This design comes from an exercise in tuning for small area and few clock cycles on the open sky130 flow, not from production work. RTL that was checked went through simulation tests only; none was proved equivalent to the original. Power and IR drop assume default switching activity.

== the previous run ==
==> flow/design.v <==
module crc16_x25_byte (
    input  wire [15:0] crc_in,
    input  wire [7:0]  data,
    output reg  [15:0] crc_out
);
    integer i;
    reg [15:0] c;
    always @(*) begin
        c = crc_in ^ {8'h00, data};
        for (i = 0; i < 8; i = i + 1) begin
            if (c[0])
                c = (c >> 1) ^ 16'h8408;
            else
                c = c >> 1;
        end
        crc_out = c;
    end
endmodule
module hdlc_rx32 (
    input  wire        clk,
    input  wire        rst,
    input  wire        rx_valid,
    output wire        rx_ready,
    input  wire [31:0] rx_data,
    input  wire  [2:0] rx_len,
    input  wire        rx_clear,
    output wire        pl_valid,
    input  wire        pl_ready,
    output wire [31:0] pl_data,
    output wire  [2:0] pl_len,
    output wire        pl_end,
    output wire        pl_crc_ok,
    output wire        pl_abort
);
    localparam [7:0]  FLAG = 8'h7E;
    localparam [7:0]  ESC  = 8'h7D;
    localparam [15:0] RESIDUE = 16'hF0B8;
    reg        open_r;      
    reg        esc_r;       
    reg  [1:0] hc_r;        
    reg  [7:0] h0_r;        
    reg  [7:0] h1_r;        
    reg [15:0] crc_r;       
    reg        half_r;      
    wire        ne_r = (hc_r != 2'd0) || esc_r;
    wire [15:0] b = half_r ? rx_data[31:16] : rx_data[15:0];
    wire [7:0]  b0 = b[7:0];
    wire [7:0]  b1 = b[15:8];
    wire        in0 = 1'b1;                                   
    wire        in1 = half_r ? rx_len[2] : (rx_len[2] | rx_len[1]);
    wire        more = !half_r && (rx_len[2] | (&rx_len[1:0]));   
    wire f0 = in0 && (b0 == FLAG);
    wire f1 = in1 && (b1 == FLAG);
    wire x0 = (b0 == ESC);
    wire x1 = (b1 == ESC);
    wire end0  = f0 && open_r && ne_r;
    wire bd0   = !f0 && open_r;                   
    wire i0    = bd0 && !esc_r && x0;             
    wire v0    = bd0 && !i0;                      
    wire [7:0] u0 = b0 ^ {2'b00, esc_r, 5'b00000};
    wire o1    = f0 || open_r;                    
    wire n1    = !f0 && (ne_r || bd0);            
    wire e1    = i0;                              
    wire end1  = f1 && o1 && n1;
    wire bd1   = in1 && !f1 && o1;
    wire i1    = bd1 && !e1 && x1;
    wire v1    = bd1 && !i1;
    wire [7:0] u1 = b1 ^ {2'b00, e1, 5'b00000};
    wire has_end = end0 || end1;
    wire hin  = !f0 || end0;                      
    wire [1:0] hce = hin ? hc_r : 2'd0;
    wire       v1n = v1 && !end0;
    reg  [2:0] nemit;
    reg        tge2;
    always @(*) begin
        case ({hce, v0, v1n})
            4'b00_00:                     begin tge2 = 1'b0; nemit = 3'd0; end
            4'b00_01, 4'b00_10, 4'b01_00: begin tge2 = 1'b0; nemit = has_end ? 3'd1 : 3'd0; end
            4'b00_11, 4'b01_01, 4'b01_10, 4'b10_00: begin tge2 = 1'b1; nemit = 3'd0; end
            4'b01_11, 4'b10_01, 4'b10_10: begin tge2 = 1'b1; nemit = 3'd1; end
            4'b10_11:                     begin tge2 = 1'b1; nemit = 3'd2; end
            default:                      begin tge2 = 1'b1; nemit = 3'd0; end
        endcase
    end
    wire [7:0] slot0 = (hce == 2'd2) ? h0_r : (hce == 2'd1) ? h1_r : u0;
    assign pl_data = {b, h1_r, slot0};
    wire [15:0] cs0, cs1;
    wire [15:0] ca0 = crc_r;
    crc16_x25_byte u_s0 (.crc_in(ca0), .data(u0), .crc_out(cs0));
    wire [15:0] ca1 = f0 ? 16'hFFFF : (v0 ? cs0 : ca0);
    crc16_x25_byte u_s1 (.crc_in(ca1), .data(u1), .crc_out(cs1));
    wire [15:0] ca2 = f1 ? 16'hFFFF : (v1 ? cs1 : ca1);
    wire esc_at_end = end0 ? esc_r : e1;
    wire crc_good = ((end0 ? ca0 : ca1) == RESIDUE) && !esc_at_end && tge2;
    wire ev = rx_clear ? (open_r && ne_r) : (has_end || nemit != 3'd0);
    assign pl_valid  = rx_valid && ev;
    assign pl_len    = rx_clear ? 3'd0 : nemit;
    assign pl_end    = rx_clear || has_end;
    assign pl_crc_ok = !rx_clear && crc_good;
    assign pl_abort  = rx_clear;
    wire go = rx_valid && (!ev || pl_ready);
    assign rx_ready = (!ev || pl_ready) && (rx_clear || !more);
    wire o2 = f1 || o1;
    wire e2 = f1 ? 1'b0 : (bd1 ? i1 : e1);
    wire [2:0] kb = f1 ? 3'd0 :
                    f0 ? {2'b00, v1} :
                    {1'b0, hc_r} + {2'b00, v0} + {2'b00, v1};
    always @(posedge clk) begin
        if (rst) begin
            open_r <= 1'b0;
            hc_r   <= 2'd0;
            half_r <= 1'b0;
        end else if (go) begin
            if (rx_clear) begin
                open_r <= 1'b0;
                half_r <= 1'b0;
            end else begin
                open_r <= o2;
                esc_r  <= e2;
                hc_r   <= (kb >= 3'd2) ? 2'd2 : kb[1:0];
                crc_r  <= ca2;
                if (v1) begin
                    h0_r <= v0 ? u0 : h1_r;
                    h1_r <= u1;
                end else if (v0) begin
                    h0_r <= h1_r;
                    h1_r <= u0;
                end
                half_r <= more;
            end
        end
    end
endmodule
Settings: LEC_CHECK=0, CAP_MARGIN=20, CORE_MARGIN=2, CORE_UTILIZATION=40, SLEW_MARGIN=20; clock period 5.5 ns.
standard.sh (not shown) runs the stock make flow with config.mk's settings and CLKGATE_MAP_FILE= SYNTH_SCRIPT=/design/flow/synth_recipe.tcl, a recipe that flattens the netlist after the stock synthesis.
==> flow/flow/run.sh <==
#!/bin/bash
# Layout flow: the standard flow (standard.sh, ORFS synth to finish) with
# two changes:
#  - ABC maps the logic with flow/abc_area.script (structural choices, then
#    delay mapping with area recovery) in place of ORFS's speed script,
#    which upsizes every gate; synthesis is otherwise unchanged, so the
#    registers are the standard synthesis's;
#  - the port buffers are buf_1 cells instead of the default buffer cell.
# Each step's full log stays in orfs/logs/; make's own output goes to
# flow_make.log in the work folder.
set -euo pipefail
W=$PWD
rm -rf "$W/scripts_local"
cp -r "$FLOW_HOME/scripts" "$W/scripts_local"
cp "$W/flow/abc_area.script" "$W/scripts_local/abc_speed.script"
bash "$W/standard.sh" SCRIPTS_DIR="$W/scripts_local" \
    BUFFER_PORTS_ARGS="-buffer_cell sky130_fd_sc_hd__buf_1" finish \
    > "$W/flow_make.log" 2>&1
==> flow/flow/abc_area.script <==
&get -n
&st
&dch
&nf -R 1000
&put
topo
### the previous run -> the current run
--- a/flow/design.v
+++ b/flow/design.v
@@ -95,14 +95,14 @@
     wire ev = rx_clear ? (open_r && ne_r) : (has_end || nemit != 3'd0);
     assign pl_valid  = rx_valid && ev;
     assign pl_len    = rx_clear ? 3'd0 : nemit;
     assign pl_end    = rx_clear || has_end;
     assign pl_crc_ok = !rx_clear && crc_good;
     assign pl_abort  = rx_clear;
-    wire go = rx_valid && (!ev || pl_ready);
-    assign rx_ready = (!ev || pl_ready) && (rx_clear || !more);
+    wire go = rx_valid && pl_ready;
+    assign rx_ready = pl_ready && (rx_clear || !more);
     wire o2 = f1 || o1;
     wire e2 = f1 ? 1'b0 : (bd1 ? i1 : e1);
     wire [2:0] kb = f1 ? 3'd0 :
                     f0 ? {2'b00, v1} :
                     {1'b0, hc_r} + {2'b00, v0} + {2'b00, v1};
     always @(posedge clk) begin
Results
- In summary, the current run completed successfully, with a layout that passed the timing, design-rule and antenna checks.
- Number of instances in the placed design down 8 in the current run wrt the previous run
- Delta (the current run minus the previous run): clock period minus final worst setup slack now sits higher; vertical die dimension now sits at about the same level; growth of design area from synthesis to finish now sits lower; routed length per placed instance now sits lower.
- The synthesized area on the current run is in line with that on the previous run.
- Setup slack, the current run and the previous run: higher on the previous run
- Compared with the previous run, the current run shows a post-layout utilization of the core that is 2.6 points lower.
- Side by side, power after layout turned out lower in the current run than in the previous run.
- Comparing the current run and the previous run, the lower non-filler instance count after layout was measured on the current run.
- Relative to the previous run, the total nets after synthesis of the current run is higher by 2.
- Going from the previous run to the current run, post-synthesis instance total grows by 2.
Testbench counts of the current run, summed over its fixed seeds: cycles 49,670.
No functional check of the RTL was part of the previous run.

[port drivers added, routing unchanged]
No port has a modelled driver above. Below, the same layouts with a new extraction and two added sets of constraints.
Step 1, drivers: a clkbuf_16 drives clk and a buf_2 each remaining input, both assumed.
Step 2 times the ports against the registers' clock, not the clock port: input delays grow and output delays shrink by t, the midpoint of the rising clock arrivals with the driver on.
a / b / c = no drivers / after step 1 / after step 2; a / b = the first two.
run | shift t [ns] | setup WS [ns] | worst slew at a driven data input, ns
the previous run | 0.325 | 0.333 / 0.312 / 0.312 | 0.04
the current run | 0.317 | 0.296 / 0.276 / 0.276 | 0.03
After both steps every run listed still meets setup and hold. For the previous run, which loses most, drivers alone change the setup slack by -0.021 ns; drivers and shift together by -0.021 ns.
